What follows belongs to an exercise in optimizing a design on an open flow for small area, a short achievable clock period and few clock cycles per item; a production flow would make more cautious choices.
Function was checked by simulation only, so behaviour that the tests miss may differ from the original.
Power figures rest on the tool's default switching activity, not on a simulated workload.

==> config.mk <==
export PLATFORM = sky130hd
export DESIGN_NAME = elephant_diffuser
export DESIGN_NICKNAME = elephant_diffuser
export VERILOG_FILES = /design/flow/design.v
export SDC_FILE = /design/flow/constraint.sdc
export NUM_CORES = 4
export LEC_CHECK = 0
export ABC_CLOCK_PERIOD_IN_PS = 10000
export CAP_MARGIN = 20
export CORE_MARGIN = 2
export CORE_UTILIZATION = 30
export SETUP_SLACK_MARGIN = 1.0
export SLEW_MARGIN = 20
==> run.sh <==
#!/bin/bash
# synth_recipe.tcl (not shown) runs the flow's synth.tcl, then flattens the netlist and writes it again
# the make line also repeats each setting of config.mk as NAME=value (left out here)
make -C /OpenROAD-flow-scripts/flow DESIGN_CONFIG=/design/flow/config.mk WORK_HOME=/design/flow/orfs CLKGATE_MAP_FILE= SYNTH_SCRIPT=/design/flow/synth_recipe.tcl finish
==> design.v <==
module elephant_diffuser (
    input  wire         clk,
    input  wire         rst,
    input  wire         cmd_valid,
    output wire         cmd_ready,
    input  wire         cmd_inv,
    input  wire [2:0]   cmd_nblk,
    input  wire [255:0] cmd_tweak,
    input  wire         in_valid,
    output wire         in_ready,
    input  wire [31:0]  in_data,
    output wire         out_valid,
    input  wire         out_ready,
    output wire [31:0]  out_data
);
    reg        s_idle, s_load, s_comp, s_out;
    reg        inv;           
    reg  [2:0] nb;            
    reg        l4, l8;        
    reg  [6:0] th;            
    reg  [4:0] k;             
    reg  [4:0] m;             
    reg  [2:0] tp;            
    reg  [6:0] cnt;           
    reg        sb;            
    reg        first;         
    reg  [1:0] la;            
    reg        cmd_rdy_r, in_rdy_r, ov;
    reg [31:0] out_r;
    reg [31:0] p  [0:31];     
    reg [31:0] tw [0:7];      
    wire [4:0] last = {nb, 2'b11};
    assign cmd_ready = cmd_rdy_r;
    assign in_ready  = in_rdy_r;
    assign out_valid = ov;
    assign out_data  = out_r;
    wire acc   = cmd_valid & cmd_rdy_r;
    wire xfer  = in_valid & in_rdy_r;
    wire [2:0]  tdiff = tp - k[2:0];
    wire        t_ok  = (tdiff[1:0] == 2'b00);
    wire [31:0] salt  = (tdiff[2] ? tw[4] : tw[0]) ^ {27'd0, k};
    wire c_fw  = s_comp & ~inv;
    wire c_iv  = s_comp & inv;
    wire big   = ~l4;
    wire sa    = ~sb;
    wire ln    = la[1];
    wire l48   = l4 | l8;
    function [31:0] rotl;
        input [31:0] x;
        input integer r;
        rotl = (x << r) | (x >> (32 - r));
    endfunction
    wire [31:0] tgt_o  = l4 ? p[2] : p[5];
    wire [31:0] near_o = ({32{big & sb}} & p[3]) | ({32{big & sa}} & p[7]) | ({32{l4}} & p[0]);
    wire [31:0] far_o  = ({32{big & sb & ~ln}}      & rotl(p[0], 10))
                       | ({32{big & sb &  ln}}      & rotl(p[0], 25))
                       | ({32{big & sa & ~l8}}      & p[10])
                       | ({32{sa & l8}}             & p[2])
                       | ({32{l4 & sb & ~ln}}       & rotl(p[1], 10))
                       | ({32{l4 & sb &  ln}}       & rotl(p[1], 25))
                       | ({32{l4 & sa}}             & p[3]);
    wire [31:0] tgt_e  = l4 ? p[2] : p[6];
    wire [31:0] near_e = ({32{big & sb}} & p[4]) | ({32{big & sa & ~l8}} & p[8])
                       | ({32{l4 | (sa & l8)}} & p[0]);
    wire [31:0] far_e  = ({32{sb}}                & p[1])
                       | ({32{sa & ~l48 & ~ln}}   & rotl(p[11], 9))
                       | ({32{sa & ~l48 &  ln}}   & rotl(p[11], 13))
                       | ({32{sa &  l48 & ~ln}}   & rotl(p[3], 9))
                       | ({32{sa &  l48 &  ln}}   & rotl(p[3], 13));
    wire [31:0] d_o = near_o ^ far_o ^ {32{~inv}};
    wire [31:0] d_e = near_e ^ far_e ^ {32{~inv}};
    wire [32:0] s_o = {tgt_o, 1'b1} + {d_o, ~inv};
    wire [32:0] s_e = {tgt_e, 1'b1} + {d_e, ~inv};
    wire [31:0] res_o = s_o[32:1];
    wire [31:0] res_e = s_e[32:1];
    wire mD2 = c_fw & big;
    wire mU2 = c_iv & big;
    wire mD1 = c_fw & l4;
    wire mU1 = ~(mD2 | mU2 | mD1);
    wire r4i = c_iv & l4;                  
    wire r4o = la[0];                      
    wire ins_f  = xfer & ~inv & big;       
    wire ins_i  = xfer &  inv & big;
    wire ins_f4 = xfer & ~inv & l4;
    wire ins_i4 = xfer &  inv & l4;
    wire [31:0] in_s = in_data ^ salt;
    reg [31:0] top1, top2;
    always @* begin
        case (nb)
        3'd0: begin top1 = p[3];  top2 = p[2];  end
        3'd1: begin top1 = p[7];  top2 = p[6];  end
        3'd2: begin top1 = p[11]; top2 = p[10]; end
        3'd3: begin top1 = p[15]; top2 = p[14]; end
        3'd4: begin top1 = p[19]; top2 = p[18]; end
        3'd5: begin top1 = p[23]; top2 = p[22]; end
        3'd6: begin top1 = p[27]; top2 = p[26]; end
        default: begin top1 = p[31]; top2 = p[30]; end
        endcase
    end
    reg [31:0] pn [0:31];
    integer j;
    always @* begin
        pn[0] = ({32{mU1}} & top1) | ({32{mU2 & ~l8}} & top2) | ({32{mU2 & l8}} & res_e)
              | ({32{mD2}} & p[2]) | ({32{mD1}} & p[1]);
        pn[1] = ({32{mU1}} & p[0]) | ({32{mU2}} & top1) | ({32{mD2}} & p[3])
              | ({32{mD1 & r4o}} & res_o) | ({32{mD1 & ~r4o}} & res_e);
        pn[2] = ({32{mU1 & ~ins_f4}} & p[1]) | ({32{ins_f4}} & in_s) | ({32{mU2}} & p[0])
              | ({32{mD2}} & p[4]) | ({32{mD1}} & p[3]);
        pn[3] = ({32{mU1 & ~ins_i4 & ~r4i}} & p[2]) | ({32{ins_i4}} & in_data)
              | ({32{(r4i & r4o) | mD2}} & res_o) | ({32{r4i & ~r4o}} & res_e)
              | ({32{mU2}} & p[1]) | ({32{mD1}} & p[0]);
        pn[4] = ({32{mU1}} & p[3]) | ({32{mU2}} & p[2]) | ({32{mD2}} & res_e);
        pn[5] = ({32{mU1 & ~ins_f}} & p[4]) | ({32{ins_f}} & in_s) | ({32{mU2}} & p[3])
              | ({32{mD2}} & p[7]);
        pn[6] = ({32{mU1}} & p[5]) | ({32{mU2}} & p[4])
              | ({32{mD2 & ~l8}} & p[8]) | ({32{mD2 & l8}} & p[0]);
        pn[7] = ({32{mU1 & ~ins_i}} & p[6]) | ({32{ins_i}} & in_data) | ({32{mU2}} & res_o)
              | ({32{mD2 & ~l8}} & p[9]) | ({32{mD2 & l8}} & p[1]);
        pn[8] = ({32{mU1}} & p[7]) | ({32{mU2}} & res_e) | ({32{mD2}} & p[10]);
        for (j = 9; j < 32; j = j + 1) begin
            if (j >= 30)
                pn[j] = ({32{mU1}} & p[j-1]) | ({32{mU2}} & p[j-2]) | ({32{mD2}} & p[j-30]);
            else if ((j % 4) >= 2)
                pn[j] = ({32{mU1}} & p[j-1]) | ({32{mU2}} & p[j-2])
                      | ({32{mD2 & ~th[(j+2)/4-1]}} & p[j+2])
                      | ({32{mD2 &  th[(j+2)/4-1]}} & p[j%2]);
            else
                pn[j] = ({32{mU1}} & p[j-1]) | ({32{mU2}} & p[j-2]) | ({32{mD2}} & p[j+2]);
        end
    end
    always @(posedge clk) begin
        for (j = 0; j < 32; j = j + 1)
            p[j] <= pn[j];
    end
    always @(posedge clk) begin
        for (j = 0; j < 8; j = j + 1)
            tw[j] <= acc ? cmd_tweak[32*j +: 32] : tw[(j + 1) % 8];
    end
    reg [31:0] otap;
    always @* begin
        case ({l4, inv})
        2'b00: otap = p[4];
        2'b01: otap = p[6];
        2'b10: otap = p[1];
        default: otap = p[2];
        endcase
    end
    wire o_free = ~ov | out_ready;
    wire o_load = s_out & (m == 5'd0) & (t_ok | ~inv) & o_free;
    always @(posedge clk) begin
        if (o_load)
            out_r <= inv ? (otap ^ salt) : otap;
    end
    wire [4:0] m_inc = (m == last) ? 5'd0 : m + 5'd1;
    wire       c_end = (cnt == 7'd0);
    wire [6:0] len_b = l4 ? 7'd19 : ({4'd0, nb} + 7'd1) * 7'd10 - 7'd1;
    wire [6:0] len_a = l4 ? 7'd11 : ({4'd0, nb} + 7'd1) * 7'd6 - 7'd1;
    reg        nx_load;
    reg  [4:0] nx_k, nx_m;
    reg  [2:0] nx_tp;
    reg        nx_inv;
    always @* begin
        nx_load = s_load;
        nx_k    = k;
        nx_m    = m;
        nx_tp   = tp + 3'd1;
        nx_inv  = inv;
        if (s_idle & acc) begin
            nx_load = 1'b1;
            nx_k    = 5'd0;
            nx_m    = 5'd0;
            nx_tp   = 3'd0;
            nx_inv  = cmd_inv;
        end else if (s_load) begin
            if (xfer) begin
                nx_k = k + 5'd1;
                nx_m = 5'd0;
                if (k == last) nx_load = 1'b0;
            end else begin
                nx_m = m_inc;
            end
        end
    end
    wire [2:0] nx_td = nx_tp - nx_k[2:0];
    always @(posedge clk) begin
        if (rst) begin
            s_idle    <= 1'b1;
            s_load    <= 1'b0;
            s_comp    <= 1'b0;
            s_out     <= 1'b0;
            cmd_rdy_r <= 1'b1;
            in_rdy_r  <= 1'b0;
            ov        <= 1'b0;
        end else begin
            in_rdy_r <= nx_load & (nx_m == 5'd0) & (nx_inv | (nx_td[1:0] == 2'b00));
            if (ov & out_ready) ov <= 1'b0;
            if (o_load) ov <= 1'b1;
            if (s_idle & acc) begin
                s_idle    <= 1'b0;
                s_load    <= 1'b1;
                cmd_rdy_r <= 1'b0;
            end
            if (s_load & xfer & (k == last)) begin
                s_load <= 1'b0;
                s_comp <= 1'b1;
            end
            if (s_comp & c_end & ~first) begin
                s_comp <= 1'b0;
                s_out  <= 1'b1;
            end
            if (o_load & (k == last)) begin
                s_out     <= 1'b0;
                s_idle    <= 1'b1;
                cmd_rdy_r <= 1'b1;
            end
        end
        k  <= nx_k;
        m  <= nx_m;
        tp <= nx_tp;
        if (s_idle & acc) begin
            inv <= cmd_inv;
            nb  <= cmd_nblk;
            l4  <= (cmd_nblk == 3'd0);
            l8  <= (cmd_nblk == 3'd1);
            for (j = 0; j < 7; j = j + 1)
                th[j] <= (cmd_nblk <= j);
        end
        if (s_load & xfer & (k == last)) begin
            sb    <= ~inv;
            first <= 1'b1;
            cnt   <= inv ? len_a : len_b;
            la    <= inv ? {1'b0, ~l4} : 2'd3;
        end
        if (s_comp) begin
            la  <= l4 ? (inv ? la + 2'd1 : la - 2'd1) : la + 2'd2;
            cnt <= cnt - 7'd1;
            if (c_end) begin
                first <= 1'b0;
                sb    <= ~sb;
                cnt   <= sb ? len_a : len_b;
            end
        end
        if (s_comp & c_end & ~first) begin
            k <= 5'd0;
            m <= 5'd0;
        end
        if (s_out) begin
            if (o_load) begin
                k <= k + 5'd1;
                m <= 5'd0;
            end else begin
                m <= m_inc;
            end
        end
    end
endmodule
==> constraint.sdc <==
create_clock -name core_clock -period 14.0 [get_ports {clk}]
set_input_delay 2.8000 -clock core_clock [delete_from_list [all_inputs] [get_ports {clk}]]
set_output_delay 2.8000 -clock core_clock [all_outputs]
set_load 0.01 [all_outputs]
==> results.txt, run 1 <==
post-synthesis to final-layout area growth 15.1%; IO Port Bufs 331; clock tree from TritonCTS built; cell type with the largest total area after synthesis sky130_fd_sc_hd__dfxtp_1; area of the die between 200000 and 250000 um^2; number of buffers created by CTS 154; unrepaired setup endpoints after global routing no; total of hold buffers inserted after clock tree synthesis 0; Max Transition Viols Final 0; most common cell type on the critical path sky130_fd_sc_hd__xnor2_1; max_slew headroom about a fifth; first-pass GRT wire length 433 mm; R2R setup slack just under 7000 ps; total of warnings raised by yosys 4; number of max-cap violations 0; Crit Path Category flip-flop to flip-flop; cells along the critical path buf_12, buf_4, buf_4, a22oi_1, o21ai_0, xnor2_1, xnor2_1, ha_1, nand2_1, or4_1, nor4_1, a2111oi_1, a21oi_2, a2111oi_4, o31ai_2, a21boi_1, xnor2_1, a221o_1; Post-synth EDFFs 51; measured slew at the worst slew-check pin ~1200 ps; net total in the final layout ~9300; routed length per instance 24.4 um; data arrival at the endpoint of the critical path ~7900 ps; Via density about 5.7; Util after Layout about a third; antenna violations before repair 17; count of endpoints failing hold in the final timing report 0; status complete, no violations; fin crit share 50.9%; latest clock arrival within the worst-skew pair around 840 ps; starting DRC count in detailed routing around 9600; cell types occupying the most area after synthesis sky130_fd_sc_hd__dfxtp_1 36%, sky130_fd_sc_hd__mux2i_1 12%, sky130_fd_sc_hd__nand2_1 9.6%; worst setup skew after layout just under 60 ps; Max Freq about 140 MHz; setup violation total in the final timing report 0; H-Tree Level Count 4; post-detailed-placement half-perimeter wirelength 207 mm; most common library cell in the layout ignoring fill and taps sky130_fd_sc_hd__nand2_1; # rows 180; Worst Hold Launch tw[3][27]; summed negative setup slack over all endpoints 0 ps; pin count of the biggest net entering global routing roughly 250; Num Clock Sinks about 1400; Clk Tree Root Cell sky130_fd_sc_hd__clkbuf_16; core region area between 200000 and 250000 um^2; Post-CTS Setup Repair Bufs 0; synthesized netlist net count roughly 9400; Cells after Synth roughly 9100; cell depth of the worst min-delay path 2; CP Capture Type flip-flop; Most used DFF post-synth sky130_fd_sc_hd__dfxtp_1; number of placed I/O pins 332; largest fanout on the critical path 131; die width between 400 and 500 um; total power per unit cell area ~190 nW/um^2; Die H between 400 and 500 um; Worst Reg2Reg Path Length in Cells 18; number of detailed-route iterations in the first pass 10; post-synthesis cell type count about 80; post-route DRC violation count 0; share of layout cells above drive strength 1 between 7 and 8%; beginning of the worst register-to-register path l4; vias in the first global route between 60000 and 70000; maximum cell stage delay along the critical path about 700 ps; Final Wtd Congestion between 1 and 1.5; crit start category flip-flop; highest-delay cell along the critical path sky130_fd_sc_hd__buf_4; clock transition at the registers of the reported paths 70 ps; Routed Wire Length ~300 mm; Static Leak 35.3 nW; most frequent cells in the layout 1848 x sky130_fd_sc_hd__nand2_1, 1299 x sky130_fd_sc_hd__dfxtp_1, 1109 x sky130_fd_sc_hd__o21ai_0; post-synthesis cell area around 73000 um^2; average size of a mapped cell between 8 and 9 um^2; share of the yosys chip area belonging to registers between 30% and 40%; post-route ant nets 0; capture endpoint of the worst hold path tw[2][27]; overflow left after global routing 0; flops & latches, synth around 1400; share of flip-flops with an asynchronous set or reset 0%; Yosys top cell area share between 30% and 40%; Tmin final roughly 7100 ps; worst-case clock buffer depth 3; CTS resizes 0; end of the worst register-to-register path p[3][27]; detailed-route via count 69493; Design Power approximately 16 mW; type of the most critical hold path flip-flop to flip-flop; starting utilization of the core area between 30% and 40%; worst endpoint required time ~15000 ps; Max VDD drop ~0.15 mV; GRT Util Overall a little under a quarter
worst max-delay path, delay by kind of cell (launching register included):
kind                       cells  cell delay (ps)
DFF                            1              520
xor gates and xnor gates       3              800
AOI/OAI and AO/OA              8             2430
and+or+nand+nor                3              850
adders and majority gates      1              410
buffers and inverters          3             1840
worst max path at each step:
stage / cells past startpoint / slack (ps) / from / to
2_1_floorplan: 22 / 8630 / l4 / p[1][27]
3_3_place_gp: 18 / 7150 / l4 / p[3][27]
3_5_place_dp: 18 / 7160 / l4 / p[1][27]
4_1_cts: 18 / 7110 / l4 / p[3][27]
5_1_grt: 18 / 6640 / l4 / p[1][31]
6_report: 18 / 6870 / l4 / p[3][27]
cell usage after synthesis (all sizes together) (65+ instances only):
| master | instances |
|---|---|
| a21o | 74 |
| a21oi | 672 |
| a221oi | 80 |
| a222oi | 113 |
| a22oi | 259 |
| buf | 92 |
| clkbuf | 729 |
| dfxtp | 1302 |
| ha | 84 |
| inv | 94 |
| mux2 | 217 |
| mux2i | 878 |
| nand2 | 1851 |
| nand3 | 65 |
| nor2 | 527 |
| o21ai | 1111 |
| o221ai | 67 |
| xnor2 | 205 |
| xor2 | 78 |
layout make-up:
type                    count  area (um^2)
diodes                      6         15.0
clock buffers             221         4440
fillers                 24546       157000
inverters                  94          365
multi-input cells        6797        41800
repair buffers            477         4570
well taps                3185         3990
clock inverters            58          837
flip-flops and latches   1353        27600
stage by stage:
stage	cell area (um^2)	setup slack [ps]	hold slack, ps	std cells
finish	83600	6870	403	12191
CTS	83600	7110	402	12184
global placement	78300	7150	401	11905
floorplan	72700	8630	399	9065
detailed placement	78300	7160	405	11905
global route	83600	6640	417	12186
logic make-up (layout without fill, tap and decap cells):
family                   count (synthesis)  after routing  share of synthesized area, %
other                                    0              6                             0
multiplexers                          1095           1095                          15.5
adder cells (fa/ha/maj)                 85             85                          1.47
flip-flops                            1353           1353                          38.0
XOR/XNOR                               283            283                          3.41
AO/OA/AOI/OAI                         2655           2655                          22.1
AND/OR/NAND/NOR                       2679           2679                          14.8
buffers and inverters                  915            850                          4.75
registers in the layout, indices dropped and copies added, names as in the netlist:
name and flops:
s_out 1, l4 1, ov 1, s_load 1
nb 3, out_r 32, cmd_rdy_r 1, cnt 7
la 2, inv 1, th 5, tp 3
k 5, tw 256, first 1, m 5
s_comp 1, l8 1, p 1024, in_rdy_r 1
sb 1
routing by layer:
layer | GRT usage, % | vias up | share of wire (%) | wire length (um)
li1 | - | 31639 | - | -
met1 | 31.6 | 33717 | 43 | 127000
met2 | 34.6 | 3497 | 44 | 130000
met3 | 4.57 | 630 | 9.2 | 27500
met4 | 9.82 | 10 | 4.4 | 13000
met5 | 0 | - | 0.025 | 73
report_power, final:
group          switching, mW  internal, mW
clock                   1.78          2.46
combinational           3.36          2.12
sequential              1.20          4.75
total                   6.34          9.33
Testbench counts, summed over its fixed seeds: cycles 44,232, units 384.
==> inputs of run 2 (changes only) <==
--- a/design.v
+++ b/design.v
@@ -44,5 +44,2 @@
     wire big   = ~l4;
-    wire sa    = ~sb;
-    wire ln    = la[1];
-    wire l48   = l4 | l8;
     function [31:0] rotl;
@@ -52,29 +49,31 @@
     endfunction
-    wire [31:0] tgt_o  = l4 ? p[2] : p[5];
-    wire [31:0] near_o = ({32{big & sb}} & p[3]) | ({32{big & sa}} & p[7]) | ({32{l4}} & p[0]);
-    wire [31:0] far_o  = ({32{big & sb & ~ln}}      & rotl(p[0], 10))
-                       | ({32{big & sb &  ln}}      & rotl(p[0], 25))
-                       | ({32{big & sa & ~l8}}      & p[10])
-                       | ({32{sa & l8}}             & p[2])
-                       | ({32{l4 & sb & ~ln}}       & rotl(p[1], 10))
-                       | ({32{l4 & sb &  ln}}       & rotl(p[1], 25))
-                       | ({32{l4 & sa}}             & p[3]);
-    wire [31:0] tgt_e  = l4 ? p[2] : p[6];
-    wire [31:0] near_e = ({32{big & sb}} & p[4]) | ({32{big & sa & ~l8}} & p[8])
-                       | ({32{l4 | (sa & l8)}} & p[0]);
-    wire [31:0] far_e  = ({32{sb}}                & p[1])
-                       | ({32{sa & ~l48 & ~ln}}   & rotl(p[11], 9))
-                       | ({32{sa & ~l48 &  ln}}   & rotl(p[11], 13))
-                       | ({32{sa &  l48 & ~ln}}   & rotl(p[3], 9))
-                       | ({32{sa &  l48 &  ln}}   & rotl(p[3], 13));
-    wire [31:0] d_o = near_o ^ far_o ^ {32{~inv}};
-    wire [31:0] d_e = near_e ^ far_e ^ {32{~inv}};
-    wire [32:0] s_o = {tgt_o, 1'b1} + {d_o, ~inv};
-    wire [32:0] s_e = {tgt_e, 1'b1} + {d_e, ~inv};
+    reg so_t2, so_t5, so_n3, so_n7, so_n0;
+    reg so_f0a, so_f0b, so_f10, so_f2, so_f1a, so_f1b, so_f3;
+    reg se_t2, se_t6, se_n4, se_n8, se_n0;
+    reg se_f1, se_f11a, se_f11b, se_f3a, se_f3b;
+    reg ninv_o, ninv_e;
+    wire [31:0] tgt_o  = ({32{so_t2}} & p[2]) | ({32{so_t5}} & p[5]);
+    wire [31:0] near_o = ({32{so_n3}} & p[3]) | ({32{so_n7}} & p[7]) | ({32{so_n0}} & p[0]);
+    wire [31:0] far_o  = ({32{so_f0a}} & rotl(p[0], 10))
+                       | ({32{so_f0b}} & rotl(p[0], 25))
+                       | ({32{so_f10}} & p[10])
+                       | ({32{so_f2}}  & p[2])
+                       | ({32{so_f1a}} & rotl(p[1], 10))
+                       | ({32{so_f1b}} & rotl(p[1], 25))
+                       | ({32{so_f3}}  & p[3]);
+    wire [31:0] tgt_e  = ({32{se_t2}} & p[2]) | ({32{se_t6}} & p[6]);
+    wire [31:0] near_e = ({32{se_n4}} & p[4]) | ({32{se_n8}} & p[8]) | ({32{se_n0}} & p[0]);
+    wire [31:0] far_e  = ({32{se_f1}}   & p[1])
+                       | ({32{se_f11a}} & rotl(p[11], 9))
+                       | ({32{se_f11b}} & rotl(p[11], 13))
+                       | ({32{se_f3a}}  & rotl(p[3], 9))
+                       | ({32{se_f3b}}  & rotl(p[3], 13));
+    wire [31:0] d_o = near_o ^ far_o ^ {32{ninv_o}};
+    wire [31:0] d_e = near_e ^ far_e ^ {32{ninv_e}};
+    wire [32:0] s_o = {tgt_o, 1'b1} + {d_o, ninv_o};
+    wire [32:0] s_e = {tgt_e, 1'b1} + {d_e, ninv_e};
     wire [31:0] res_o = s_o[32:1];
     wire [31:0] res_e = s_e[32:1];
-    wire mD2 = c_fw & big;
-    wire mU2 = c_iv & big;
-    wire mD1 = c_fw & l4;
-    wire mU1 = ~(mD2 | mU2 | mD1);
+    reg  mD2, mU2, mD1, mU1;
+    reg  [6:0] wD2, nD2;           
     wire r4i = c_iv & l4;                  
@@ -124,4 +123,4 @@
                 pn[j] = ({32{mU1}} & p[j-1]) | ({32{mU2}} & p[j-2])
-                      | ({32{mD2 & ~th[(j+2)/4-1]}} & p[j+2])
-                      | ({32{mD2 &  th[(j+2)/4-1]}} & p[j%2]);
+                      | ({32{nD2[(j+2)/4-1]}} & p[j+2])
+                      | ({32{wD2[(j+2)/4-1]}} & p[j%2]);
             else
@@ -136,3 +135,3 @@
         for (j = 0; j < 8; j = j + 1)
-            tw[j] <= acc ? cmd_tweak[32*j +: 32] : tw[(j + 1) % 8];
+            tw[j] <= cmd_rdy_r ? cmd_tweak[32*j +: 32] : tw[(j + 1) % 8];
     end
@@ -216,2 +215,53 @@
         end
+        begin : moves
+            reg nc;
+            nc = (s_comp & ~(c_end & ~first)) | (s_load & xfer & (k == last));
+            mD2 <= nc & ~inv & ~l4;
+            mU2 <= nc &  inv & ~l4;
+            mD1 <= nc & ~inv &  l4;
+            mU1 <= ~(nc & ~(inv & l4));
+            for (j = 0; j < 7; j = j + 1) begin
+                wD2[j] <= nc & ~inv & ~l4 &  th[j];
+                nD2[j] <= nc & ~inv & ~l4 & ~th[j];
+            end
+        end
+        begin : selects
+            reg       nsb, nln;
+            reg [1:0] nla;
+            nsb = sb;
+            nla = la;
+            if (s_load & xfer & (k == last)) begin
+                nsb = ~inv;
+                nla = inv ? {1'b0, ~l4} : 2'd3;
+            end
+            if (s_comp) begin
+                nla = l4 ? (inv ? la + 2'd1 : la - 2'd1) : la + 2'd2;
+                if (c_end) nsb = ~sb;
+            end
+            nln = nla[1];
+            so_t2  <= l4;
+            so_t5  <= ~l4;
+            so_n3  <= ~l4 & nsb;
+            so_n7  <= ~l4 & ~nsb;
+            so_n0  <= l4;
+            so_f0a <= ~l4 & nsb & ~nln;
+            so_f0b <= ~l4 & nsb & nln;
+            so_f10 <= ~l4 & ~nsb & ~l8;
+            so_f2  <= ~nsb & l8;
+            so_f1a <= l4 & nsb & ~nln;
+            so_f1b <= l4 & nsb & nln;
+            so_f3  <= l4 & ~nsb;
+            se_t2  <= l4;
+            se_t6  <= ~l4;
+            se_n4  <= ~l4 & nsb;
+            se_n8  <= ~l4 & ~nsb & ~l8;
+            se_n0  <= l4 | (~nsb & l8);
+            se_f1  <= nsb;
+            se_f11a <= ~nsb & ~l4 & ~l8 & ~nln;
+            se_f11b <= ~nsb & ~l4 & ~l8 & nln;
+            se_f3a <= ~nsb & (l4 | l8) & ~nln;
+            se_f3b <= ~nsb & (l4 | l8) & nln;
+            ninv_o <= ~inv;
+            ninv_e <= ~inv;
+        end
         k  <= nx_k;
@@ -219,3 +269,3 @@
         tp <= nx_tp;
-        if (s_idle & acc) begin
+        if (s_idle) begin
             inv <= cmd_inv;
--- a/config.mk
+++ b/config.mk
@@ -7,2 +7,3 @@
 export LEC_CHECK = 0
+export ABC_AREA = 1
 export ABC_CLOCK_PERIOD_IN_PS = 10000
@@ -10,3 +11,3 @@
 export CORE_MARGIN = 2
-export CORE_UTILIZATION = 30
+export CORE_UTILIZATION = 55
 export SETUP_SLACK_MARGIN = 1.0
==> results.txt, run 2 <==
status complete, no violations; share of the yosys chip area belonging to registers 41.8% (+3.8 points); Clk network pwr share 23.2% (-3.8 points); Post-CTS Setup Repair Bufs 0 (unchanged); measured slew at the worst slew-check pin 1290 ps (+101 ps); post-synthesis cell area 67500 um^2 (-7.1%); fraction of power spent switching nets 45.2% (+4.7 points); Clk Tree Root Cell sky130_fd_sc_hd__clkbuf_16; setup violation total in the final timing report 0 (unchanged); starting utilization of the core area 55.5% (+25 points); Via density 6.90 (+21%); post-route DRC violation count 0 (unchanged); Static Leak 32.4 nW (-8.3%); average size of a mapped cell 7.46 um^2 (-6.9%); share of layout cells above drive strength 1 5.01% (-2.3 points); count of placed standard cells in the final layout, fillers left out 10735 (-12%); vias in the first global route 69166 (+7.1%); Max VDD drop 0.159 mV (+2.8%); net total in the final layout 9357 (+1.1%); type of the most critical hold path flip-flop to flip-flop; largest fanout on the critical path 32 (-76%); Final Wtd Congestion 1.12 (+5.6%); count of endpoints failing hold in the final timing report 0 (unchanged); overflow left after global routing 0 (unchanged); routed length per instance 30.2 um (+24%); latest clock arrival within the worst-skew pair 840 ps (about the same); # rows 128 (-29%); Num Clock Sinks 1384 (+2.3%); worst-case clock buffer depth 3 (unchanged); Routed Wire Length 324 mm (+9.1%); first-pass GRT wire length 463 mm (+6.8%); Most used DFF post-synth sky130_fd_sc_hd__dfxtp_1; number of max-cap violations 0 (unchanged); Pint 9.18 mW (-1.6%); highest-delay cell along the critical path sky130_fd_sc_hd__nor2_4; Cells after Synth 9050 (-0.17%); most common library cell in the layout ignoring fill and taps sky130_fd_sc_hd__nand2_1; starting DRC count in detailed routing 13025 (+36%); design area 76200 um^2 (-8.8%); worst setup timing slack at the placement stage 7830 ps (+665 ps); worst endpoint required time 14710 ps (-40 ps); combinational fraction of design power 40.3% (+5.3 points); IO Port Bufs 331 (unchanged); antenna violations before repair 28 (+11); Die H 354 um (-29%); cell type with the largest total area after synthesis sky130_fd_sc_hd__dfxtp_1; Post-synth EDFFs 51 (unchanged); number of detailed-route iterations in the first pass 14 (+4); post-synthesis to final-layout area growth 12.9%; post-route ant nets 0 (unchanged); share of flip-flops with an asynchronous set or reset 0% (unchanged); Max Transition Viols Final 0 (unchanged); core region area 122000 um^2 (-49%); most frequent cells in the layout 2200 x sky130_fd_sc_hd__nand2_1, 1328 x sky130_fd_sc_hd__dfxtp_1, 1021 x sky130_fd_sc_hd__inv_1; cells along the critical path clkdlybuf4s50_1, nand2_1, nor2_4, buf_4, nor2_4, buf_4, a221o_1; H-Tree Level Count 4 (unchanged); cell types occupying the most area after synthesis sky130_fd_sc_hd__dfxtp_1 40%, sky130_fd_sc_hd__nand2_1 12%, sky130_fd_sc_hd__o22ai_1 6.4%; crit start category input pin; most numerous cell in the Yosys netlist sky130_fd_sc_hd__nand2_1; clock transition at the registers of the reported paths 60 ps (about the same); Crit Path Category input pin to flip-flop; unrepaired setup endpoints after global routing no; pin count of the biggest net entering global routing 216 (-15%); post-detailed-placement half-perimeter wirelength 222 mm (+7.3%); placed standard-cell area 71400 um^2 (-8.8%); detailed-route via count 74026 (+6.5%); number of buffers created by CTS 145 (-5.8%); largest registers in the final layout p x1024, tw x256, out_r x32; CTS resizes 0 (unchanged); number of placed I/O pins 332 (unchanged); cell types with the highest counts after synthesis 2204 x sky130_fd_sc_hd__nand2_1, 1333 x sky130_fd_sc_hd__dfxtp_1, 1030 x sky130_fd_sc_hd__inv_1, 690 x sky130_fd_sc_hd__o22ai_1, 595 x sky130_fd_sc_hd__o21ai_0; flops & latches, synth 1384 (+2.3%); CP Capture Type flip-flop; GRT Util Overall 49.6% (+27 points); max_slew headroom 12.9% (-7.4 points); clock tree from TritonCTS built; Top reg by flops p; fin crit share 37.6% (-13 points); post-placement cell count 10455 (-12%); total of hold buffers inserted after clock tree synthesis 0 (unchanged); Net Sw Power 7.57 mW (+19%); fraction of power consumed by sequential logic 36.6% (-1.4 points); data arrival at the endpoint of the critical path 5970 ps (-1900 ps); Tmin final 5260 ps (-1860 ps); synthesized netlist net count 9429 (-0.19%); area of the die 126000 um^2 (-49%); post-synthesis cell type count 58 (-26%); flip-flop count of the largest register, all copies and words added 1024 (unchanged); total of warnings raised by yosys 4 (unchanged); maximum cell stage delay along the critical path 910 ps (+210 ps); final worst setup slack 8740 ps (+1860 ps); Yosys top cell area share 39.5% (+3.7 points); Max Freq 190 MHz (+35%); worst setup skew after layout 31.9 ps (-26.3 ps); die width 354 um (-29%); summed negative setup slack over all endpoints 0 ps (unchanged); total power per unit cell area 220 nW/um^2 (+17%)
[run 2: cells by family after synthesis]
logic type      Yosys count  synth area share (%)
xor+xnor                250                  3.34
buf+inv                1743                  9.83
compound gates         2851                  27.5
simple gates           2739                  16.0
mux                       1                0.0148
fa+ha+maj                82                  1.53
flops                  1384                  41.8
[run 2: area by class of cell]
class                   instances  area [um^2]
fillers                     10618        45500
multi-input cells            5923        32800
flip-flops and latches       1384        28200
repair buffers                451         4280
clock buffers                 220         4280
inverters                    1073         4060
well taps                    1625         2030
clock inverters                42          462
diodes                         17         42.5
[run 2: layer usage]
layer | vias to the layer above | routed length [um] | global-route usage (%)
met3 | 1622 | 45700 | 17.1
li1 | 31327 | - | -
met4 | 20 | 31100 | 39.5
met5 | - | 136 | 0
met2 | 6483 | 133000 | 71.3
met1 | 34574 | 115000 | 60.3
[run 2: final timing paths]
check / start / end / slack [ps] / cells after the start
hold / removal: tw[3][16] / tw[2][16] / 410 / 2
hold reg to reg: tw[3][16] / tw[2][16] / 410 / 2
setup / recovery: in_valid / p[2][29] / 8740 / 7
setup reg to reg: se_f11a / p[8][30] / 8820 / 19
[run 2: power by group through the flow]
stage / combinational (mW) / sequential (mW) / clock, mW
2_1_floorplan: 3.97 / 5.67 / 0
4_1_cts: 6.38 / 6.03 / 3.86
3_3_place_gp: 6.28 / 6.08 / 0
6_report: 6.75 / 6.13 / 3.88
5_1_grt: 7.04 / 6.16 / 4.03
3_5_place_dp: 6.33 / 6.10 / 0
[run 2: worst max-delay path, delay by kind of cell]
kind                   cells  cell delay [ps]
AND/OR/NAND/NOR            3             1310
AO/OA/AOI/OAI              1              440
buffers and inverters      3             1310
[run 2: per-stage QoR]
step | power [mW] | utilization [%] | hold WS [ps]
after floorplan | 9.64 | - | 343
after CTS | 16.3 | 62.5 | 412
final | 16.8 | 62.6 | 413
after global placement | 12.4 | 58.6 | 399
after global routing | 17.2 | 62.6 | 431
after detailed placement | 12.4 | 58.6 | 403
Testbench counts of run 2, summed over its fixed seeds: cycles 44,232, units 384.
==> inputs of run 3 (changes only) <==
--- a/design.v
+++ b/design.v
@@ -26,2 +26,3 @@
     reg        first;         
+    reg        lp;            
     reg  [1:0] la;            
@@ -32,4 +33,5 @@
     wire [4:0] last = {nb, 2'b11};
-    assign cmd_ready = cmd_rdy_r;
-    assign in_ready  = in_rdy_r;
+    reg        cmd_rdy_q, in_rdy_q;
+    assign cmd_ready = cmd_rdy_q;
+    assign in_ready  = in_rdy_q;
     assign out_valid = ov;
@@ -39,4 +41,13 @@
     wire [2:0]  tdiff = tp - k[2:0];
-    wire        t_ok  = (tdiff[1:0] == 2'b00);
-    wire [31:0] salt  = (tdiff[2] ? tw[4] : tw[0]) ^ {27'd0, k};
+    wire        t_ok  = ~tdiff[0];
+    reg  [31:0] twk_k;
+    always @* begin
+        case (tdiff[2:1])
+        2'd0: twk_k = tw[0];
+        2'd1: twk_k = tw[6];
+        2'd2: twk_k = tw[4];
+        default: twk_k = tw[2];
+        endcase
+    end
+    wire [31:0] salt  = twk_k ^ {27'd0, k};
     wire c_fw  = s_comp & ~inv;
@@ -52,3 +63,3 @@
     reg se_t2, se_t6, se_n4, se_n8, se_n0;
-    reg se_f1, se_f11a, se_f11b, se_f3a, se_f3b;
+    reg se_f1, se_f1a, se_f1b, se_f11a, se_f11b, se_f3a, se_f3b;
     reg ninv_o, ninv_e;
@@ -66,2 +77,4 @@
     wire [31:0] far_e  = ({32{se_f1}}   & p[1])
+                       | ({32{se_f1a}}  & rotl(p[1], 10))
+                       | ({32{se_f1b}}  & rotl(p[1], 25))
                        | ({32{se_f11a}} & rotl(p[11], 9))
@@ -70,9 +83,6 @@
                        | ({32{se_f3b}}  & rotl(p[3], 13));
-    wire [31:0] d_o = near_o ^ far_o ^ {32{ninv_o}};
-    wire [31:0] d_e = near_e ^ far_e ^ {32{ninv_e}};
-    wire [32:0] s_o = {tgt_o, 1'b1} + {d_o, ninv_o};
-    wire [32:0] s_e = {tgt_e, 1'b1} + {d_e, ninv_e};
-    wire [31:0] res_o = s_o[32:1];
-    wire [31:0] res_e = s_e[32:1];
-    reg  mD2, mU2, mD1, mU1;
+    wire [31:0] res_o, res_e;
+    ed_step step_o (.tgt(tgt_o), .near(near_o), .far(far_o), .sub(ninv_o), .res(res_o));
+    ed_step step_e (.tgt(tgt_e), .near(near_e), .far(far_e), .sub(ninv_e), .res(res_e));
+    reg  mD2, mU2, mD1, mU1, mLP;
     reg  [6:0] wD2, nD2;           
@@ -80,6 +90,6 @@
     wire r4o = la[0];                      
-    wire ins_f  = xfer & ~inv & big;       
-    wire ins_i  = xfer &  inv & big;
-    wire ins_f4 = xfer & ~inv & l4;
-    wire ins_i4 = xfer &  inv & l4;
+    wire ins_f  = in_rdy_r & ~inv & big;
+    wire ins_i  = in_rdy_r &  inv & big;
+    wire ins_f4 = in_rdy_r & ~inv & l4;
+    wire ins_i4 = in_rdy_r &  inv & l4;
     wire [31:0] in_s = in_data ^ salt;
@@ -115,3 +125,4 @@
               | ({32{mD2 & ~l8}} & p[8]) | ({32{mD2 & l8}} & p[0]);
-        pn[7] = ({32{mU1 & ~ins_i}} & p[6]) | ({32{ins_i}} & in_data) | ({32{mU2}} & res_o)
+        pn[7] = ({32{mU1 & ~ins_i & ~mLP}} & p[6]) | ({32{ins_i}} & in_data)
+              | ({32{mLP}} & res_e) | ({32{mU2}} & res_o)
               | ({32{mD2 & ~l8}} & p[9]) | ({32{mD2 & l8}} & p[1]);
@@ -133,5 +144,6 @@
     end
+    wire tw_ld = s_idle | (s_comp & ~inv);
     always @(posedge clk) begin
         for (j = 0; j < 8; j = j + 1)
-            tw[j] <= cmd_rdy_r ? cmd_tweak[32*j +: 32] : tw[(j + 1) % 8];
+            tw[j] <= tw_ld ? cmd_tweak[32*j +: 32] : tw[(j + 1) % 8];
     end
@@ -141,3 +153,3 @@
         2'b00: otap = p[4];
-        2'b01: otap = p[6];
+        2'b01: otap = p[8];
         2'b10: otap = p[1];
@@ -156,2 +168,4 @@
     wire [6:0] len_a = l4 ? 7'd11 : ({4'd0, nb} + 7'd1) * 7'd6 - 7'd1;
+    wire [6:0] len_b2 = ({4'd0, nb} + 7'd1) * 7'd8 - 7'd1;
+    wire       ibig   = inv & ~l4;
     reg        nx_load;
@@ -184,2 +198,6 @@
     always @(posedge clk) begin
+        cmd_rdy_q <= rst | (o_load & (k == last)) | (cmd_rdy_r & ~cmd_valid);
+        in_rdy_q  <= ~rst & ~|nx_m & nx_load & ~(~nx_inv & nx_td[0]);
+    end
+    always @(posedge clk) begin
         if (rst) begin
@@ -193,3 +211,3 @@
         end else begin
-            in_rdy_r <= nx_load & (nx_m == 5'd0) & (nx_inv | (nx_td[1:0] == 2'b00));
+            in_rdy_r <= nx_load & (nx_m == 5'd0) & (nx_inv | ~nx_td[0]);
             if (ov & out_ready) ov <= 1'b0;
@@ -205,6 +223,6 @@
             end
-            if (s_comp & c_end & ~first) begin
+            if (s_comp & c_end & ~first & (lp | ~ibig))
                 s_comp <= 1'b0;
+            if (s_comp & c_end & ~first & ~lp)
                 s_out  <= 1'b1;
-            end
             if (o_load & (k == last)) begin
@@ -216,8 +234,10 @@
         begin : moves
-            reg nc;
-            nc = (s_comp & ~(c_end & ~first)) | (s_load & xfer & (k == last));
+            reg nc, nlp;
+            nc  = (s_comp & ~(c_end & ~first & (lp | ~ibig))) | (s_load & xfer & (k == last));
+            nlp = s_comp & ((lp & ~c_end) | (c_end & ~first & ~lp & ibig));
             mD2 <= nc & ~inv & ~l4;
-            mU2 <= nc &  inv & ~l4;
+            mU2 <= nc &  inv & ~l4 & ~nlp;
             mD1 <= nc & ~inv &  l4;
-            mU1 <= ~(nc & ~(inv & l4));
+            mU1 <= ~(nc & ~(inv & l4) & ~nlp);
+            mLP <= nlp;
             for (j = 0; j < 7; j = j + 1) begin
@@ -228,3 +248,3 @@
         begin : selects
-            reg       nsb, nln;
+            reg       nsb, nln, nlp2;
             reg [1:0] nla;
@@ -232,3 +252,4 @@
             nla = la;
-            if (s_load & xfer & (k == last)) begin
+            nlp2 = s_comp & lp;
+            if (s_load) begin
                 nsb = ~inv;
@@ -237,4 +258,9 @@
             if (s_comp) begin
-                nla = l4 ? (inv ? la + 2'd1 : la - 2'd1) : la + 2'd2;
-                if (c_end) nsb = ~sb;
+                nla = (l4 | lp) ? (inv ? la + 2'd1 : la - 2'd1) : la + 2'd2;
+                if (c_end & first) nsb = ~sb;
+                if (c_end & ~first & ~lp & ibig) begin
+                    nlp2 = 1'b1;
+                    nla  = 2'd0;
+                end
+                if (c_end & lp) nlp2 = 1'b0;
             end
@@ -258,3 +284,5 @@
             se_n0  <= l4 | (~nsb & l8);
-            se_f1  <= nsb;
+            se_f1  <= nsb & ~(nlp2 & nla[0]);
+            se_f1a <= nlp2 & (nla == 2'd1);
+            se_f1b <= nlp2 & (nla == 2'd3);
             se_f11a <= ~nsb & ~l4 & ~l8 & ~nln;
@@ -277,5 +305,6 @@
         end
-        if (s_load & xfer & (k == last)) begin
+        if (s_load) begin
             sb    <= ~inv;
             first <= 1'b1;
+            lp    <= 1'b0;
             cnt   <= inv ? len_a : len_b;
@@ -284,13 +313,20 @@
         if (s_comp) begin
-            la  <= l4 ? (inv ? la + 2'd1 : la - 2'd1) : la + 2'd2;
+            la  <= (l4 | lp) ? (inv ? la + 2'd1 : la - 2'd1) : la + 2'd2;
             cnt <= cnt - 7'd1;
-            if (c_end) begin
+            if (c_end & first) begin
                 first <= 1'b0;
                 sb    <= ~sb;
-                cnt   <= sb ? len_a : len_b;
+                cnt   <= sb ? len_a : (ibig ? len_b2 : len_b);
             end
+            if (c_end & ~first & ~lp & ibig) begin
+                lp  <= 1'b1;
+                la  <= 2'd0;
+                cnt <= {2'd0, last};
+            end
+            if (c_end & lp)
+                lp <= 1'b0;
         end
-        if (s_comp & c_end & ~first) begin
+        if (s_comp & c_end & ~first & ~lp) begin
             k <= 5'd0;
-            m <= 5'd0;
+            m <= ibig ? {nb, 2'b10} : 5'd0;
         end
@@ -306 +342,12 @@
 endmodule
+module ed_step (
+    input  wire [31:0] tgt,
+    input  wire [31:0] near,
+    input  wire [31:0] far,
+    input  wire        sub,
+    output wire [31:0] res
+);
+    wire [31:0] d = near ^ far ^ {32{sub}};
+    wire [32:0] s = {tgt, 1'b1} + {d, sub};
+    assign res = s[32:1];
+endmodule
==> flow/run.sh (new file) <==
#!/bin/bash
# Layout flow: the standard flow (standard.sh), synthesis unchanged, with
# these changes to how the layout is made; the constraints (constraint.sdc)
# are used as they are:
#  - buffer_ports inserts sky130_fd_sc_hd__buf_2 port buffers instead of the
#    default delay-cell buffers;
#  - the resizer's timing repair aims for paths well inside the clock period
#    (SETUP_SLACK_MARGIN) and may resize any cell (MATCH_CELL_FOOTPRINT=0).
# Each step's full output goes to a log of its own in this folder.
set -euo pipefail
bash standard.sh synth > synth.log 2>&1
bash standard.sh finish \
  "BUFFER_PORTS_ARGS=-buffer_cell sky130_fd_sc_hd__buf_2" \
  SETUP_SLACK_MARGIN=10.1 \
  MATCH_CELL_FOOTPRINT=0 > layout.log 2>&1
==> standard.sh (new file) <==
#!/bin/bash
# synth_recipe.tcl (not shown) runs the flow's synth.tcl, then flattens the netlist and writes it again
# the make line also repeats each setting of config.mk as NAME=value (left out here)
make -C /OpenROAD-flow-scripts/flow DESIGN_CONFIG=/design/flow/config.mk WORK_HOME=/design/flow/orfs CLKGATE_MAP_FILE= SYNTH_SCRIPT=/design/flow/synth_recipe.tcl "${@:-finish}"
--- a/config.mk
+++ b/config.mk
@@ -11,3 +11,3 @@
 export CORE_MARGIN = 2
-export CORE_UTILIZATION = 55
+export CORE_UTILIZATION = 50
 export SETUP_SLACK_MARGIN = 1.0
removed: run.sh
==> results.txt, run 3 <==
measured slew at the worst slew-check pin 1340 ps (+44.5 ps); total of hold buffers inserted after clock tree synthesis 0 (unchanged); CP endpoint out_data[22]; cells along the critical path buf_6; Worst Reg2Reg Path Length in Cells 9 (-10); Tmin final 4280 ps (-982 ps); largest registers in the final layout p x1024, tw x256, out_r x32; post-route ant nets 0 (unchanged); Die H 376 um (+6.1%); fin crit share 30.6% (-7.0 points); overflow left after global routing 0 (unchanged); cell types with the highest counts after synthesis 1484 x sky130_fd_sc_hd__nand2_1, 1341 x sky130_fd_sc_hd__dfxtp_1, 1134 x sky130_fd_sc_hd__inv_1, 723 x sky130_fd_sc_hd__o21ai_0, 697 x sky130_fd_sc_hd__o22ai_1; Post-synth EDFFs 50 (-2.0%); number of detailed-route iterations in the first pass 9 (-5); beginning of the worst register-to-register path inv; end of the worst register-to-register path p[5][24]; most common library cell in the layout ignoring fill and taps sky130_fd_sc_hd__nand2_1; cell types occupying the most area after synthesis sky130_fd_sc_hd__dfxtp_1 39%, sky130_fd_sc_hd__nand2_1 8.1%, sky130_fd_sc_hd__o221ai_1 6.3%; unrepaired setup endpoints after global routing yes; buffering stage count on the worst path with inverters included 1 (-2); latest clock arrival within the worst-skew pair 830 ps (about the same); most numerous cell in the Yosys netlist sky130_fd_sc_hd__nand2_1; vias in the first global route 71172 (+2.9%); average size of a mapped cell 7.73 um^2 (+3.7%); post-synthesis to final-layout area growth 15.7%; starting utilization of the core area 50.4% (-5.1 points); post-route DRC violation count 0 (unchanged); Via density 6.96 (+0.90%); GRT Util Overall 50.4% (+0.79 points); worst-case clock buffer depth 3 (unchanged); antenna violations before repair 64 (+130%); Yosys top cell area share 38.8% (-0.72 points); routed length per instance 33.8 um (+12%); clock tree from TritonCTS built; largest fanout on the critical path 1 (-97%); Static Leak 34.2 nW (+5.5%); highest-delay cell along the critical path sky130_fd_sc_hd__edfxtp_1; setup violation total in the final timing report 0 (unchanged); Routed Wire Length 371 mm (+14%); max_slew headroom 10.3% (-2.7 points); worst endpoint required time 11200 ps (-3510 ps); worst setup timing slack at the placement stage 8910 ps (+1080 ps); complex-gate fraction of the synthesized area 28.4% (+0.93 points); worst setup skew after layout 71.1 ps (+39.2 ps); share of flip-flops with an asynchronous set or reset 0% (unchanged); synthesized netlist net count 9325 (-1.1%); H-Tree Level Count 4 (unchanged); cell type with the largest total area after synthesis sky130_fd_sc_hd__dfxtp_1; area of the die 141000 um^2 (+13%); data arrival at the endpoint of the critical path 1480 ps (-4490 ps); net total in the final layout 9422 (+0.69%); Top reg by flops p; IO Port Bufs 331 (unchanged); Crit Path Category flip-flop to primary output; # rows 136 (+6.3%); number of max-cap violations 0 (unchanged); total power per unit cell area 242 nW/um^2 (+9.9%); launch point of the worst path out_r[22]; area share of xor/xnor cells in the synthesized design 3.01% (-0.34 points); Clk Tree Root Cell sky130_fd_sc_hd__clkbuf_16; status complete, no violations; R2R setup slack 9940 ps (+1120 ps); Max Freq 234 MHz (+23%); detailed-route via count 76495 (+3.3%); share of the yosys chip area belonging to registers 41.0% (-0.82 points); post-synthesis cell type count 62 (+6.9%); starting DRC count in detailed routing 12413 (-4.7%); first-pass GRT wire length 518 mm (+12%); Util after Layout 58.3% (-4.3 points); Max VDD drop 0.127 mV (-20%); category of cells accounting for the largest share of critical-path delay flip-flops; Final Wtd Congestion 1.14 (+1.9%); Cells after Synth 8944 (-1.2%); die width 376 um (+6.1%); dominant combinational cell family by area after synthesis compound AO/OA/AOI/OAI gates; post-detailed-placement half-perimeter wirelength 255 mm (+14%); count of endpoints failing hold in the final timing report 0 (unchanged); number of placed I/O pins 332 (unchanged); crit start category flip-flop; post-synthesis cell area 69200 um^2 (+2.5%); flip-flop count of the largest register, all copies and words added 1024 (unchanged); pin count of the biggest net entering global routing 223 (+3.2%); Most used DFF post-synth sky130_fd_sc_hd__dfxtp_1; maximum cell stage delay along the critical path 500 ps (-410 ps); number of buffers created by CTS 150 (+3.4%); final worst setup slack 9720 ps (+982 ps); arithmetic-cell share of the synthesized area counting full adders, half adders and majority gates 1.54% (+0.010 points); Max Transition Viols Final 0 (unchanged); flops & latches, synth 1391 (+0.51%); summed negative setup slack over all endpoints 0 ps (unchanged); total of warnings raised by yosys 4 (unchanged); Hold Worst Slack 432 ps (+19.0 ps); CP Capture Type primary output; Num Clock Sinks 1391 (+0.51%); mux contribution to synthesized area 3.08% (+3.1 points); type of the most critical hold path flip-flop to flip-flop; clock transition at the registers of the reported paths 60 ps (about the same); most frequent cells in the layout 1456 x sky130_fd_sc_hd__nand2_1, 1314 x sky130_fd_sc_hd__dfxtp_1, 1064 x sky130_fd_sc_hd__inv_1; share of layout cells above drive strength 1 15.8% (+11 points); synthesized-area fraction occupied by and/or/nand/nor cells 12.8% (-3.3 points); core region area 137000 um^2 (+13%); Critical Path Stages 1 (-6)
## run 3: cell types whose count changed after synthesis, moves of 36 or more
cell and change:
sky130_fd_sc_hd__buf_2 +36, sky130_fd_sc_hd__o221ai_1 +36, sky130_fd_sc_hd__nand2_1 -720, sky130_fd_sc_hd__inv_1 +104
sky130_fd_sc_hd__nor2_1 +38, sky130_fd_sc_hd__o21ai_0 +128, sky130_fd_sc_hd__clkbuf_1 -65, sky130_fd_sc_hd__mux2_2 +189
sky130_fd_sc_hd__nand3_1 +43
## run 3: worst min-delay path by stage
stage / from / endpoint / slack (ps) / cells after the start
finish: th[5] / nD2[5] / 430 / 1
global route: th[5] / nD2[5] / 450 / 1
CTS: th[5] / nD2[5] / 430 / 1
detailed placement: th[5] / nD2[5] / 420 / 1
global placement: th[2] / nD2[2] / 420 / 1
floorplan: l4 / se_t2 / 340 / 0
## run 3: final cells by class
cell class              instances  area [um^2]
clock buffers                 223         4500
repair inverters                1         5.00
well taps                    1794         2240
flip-flops and latches       1391        28400
inverters                    1174         4700
fillers                     12828        57300
clock inverters                47          627
multi-input cells            5706        35100
repair buffers                617         4380
diodes                         41          103
## run 3: cells by family (layout without fill, tap and decap cells)
logic type | count (synthesis) | count (layout)
other | 0 | 41
AO/OA/AOI/OAI | 3052 | 3052
buffers and inverters | 1847 | 2062
adder cells (fa/ha/maj) | 84 | 84
AND/OR/NAND/NOR | 2147 | 2147
XOR/XNOR | 234 | 234
flip-flops | 1391 | 1391
multiplexers | 189 | 189
## run 3: metal layers
layer | routed length (um) | vias to the layer above | part of all wire [%] | GRT usage, %
met1 | 133000 | 36266 | 36 | 60.8
met3 | 53100 | 1807 | 14 | 19.3
met2 | 150000 | 6537 | 40 | 71.6
met5 | 251 | - | 0.068 | 0.172
li1 | - | 31845 | - | -
met4 | 35500 | 40 | 9.6 | 39.5
## run 3: repair_timing
action / 4_1_cts / 5_1_grt
buffers inserted: 76 / 51
pin swaps: 20 / 38
setup endpoints to repair: 304 / 169
gates resized for setup: 265 / 188
endpoints found under the hold margin: 0 / 0
cloned: 2 / 3
## run 3: where the power goes
group	switching (mW)	internal [mW]
clock network	1.79	2.36
registers	1.09	5.10
logic	6.34	2.66
total	9.23	10.1
## run 3: through the flow
step                      instance area, um^2  total power, mW  cells
after global routing                    80000             19.7  10970
after CTS                               78700             18.3  10897
final                                   80000             19.3  10994
after global placement                  71800             13.7  10549
after detailed placement                71800             13.7  10549
after floorplan                         69200             10.2   8944
Testbench counts of run 3, summed over its fixed seeds: cycles 42,860, units 384.

port drivers added, routing unchanged:
The results above use ideal ports. As a check the final layouts listed here were re-extracted and re-timed, cells and wires unchanged. Step 1, drivers: a clkbuf_16 drives clk and a buf_2 each remaining input, both assumed. Step 2 times the ports against the registers' clock, not the clock port: input delays grow and output delays shrink by t, the midpoint of the rising clock arrivals with the driver on. Slacks: no drivers / after step 1 / after step 2; pairs: no drivers / after step 1.
| run | t (ns) | setup WS [ns] | clock arrival spread, ns | worst register clock-pin slew, ns |
|---|---|---|---|---|
| run 1 | 0.901 | 6.873 / 6.873 / 6.873 | 0.062 / 0.061 | 0.07 / 0.07 |
| run 2 | 0.912 | 8.736 / 8.789 / 7.877 | 0.032 / 0.032 | 0.07 / 0.07 |
| run 3 | 0.881 | 9.717 / 9.635 / 9.582 | 0.072 / 0.072 | 0.07 / 0.07 |
After both steps setup and hold are still met in every run listed. For run 2, which loses most, drivers alone change the setup slack by +0.053 ns; drivers and shift together by -0.859 ns.
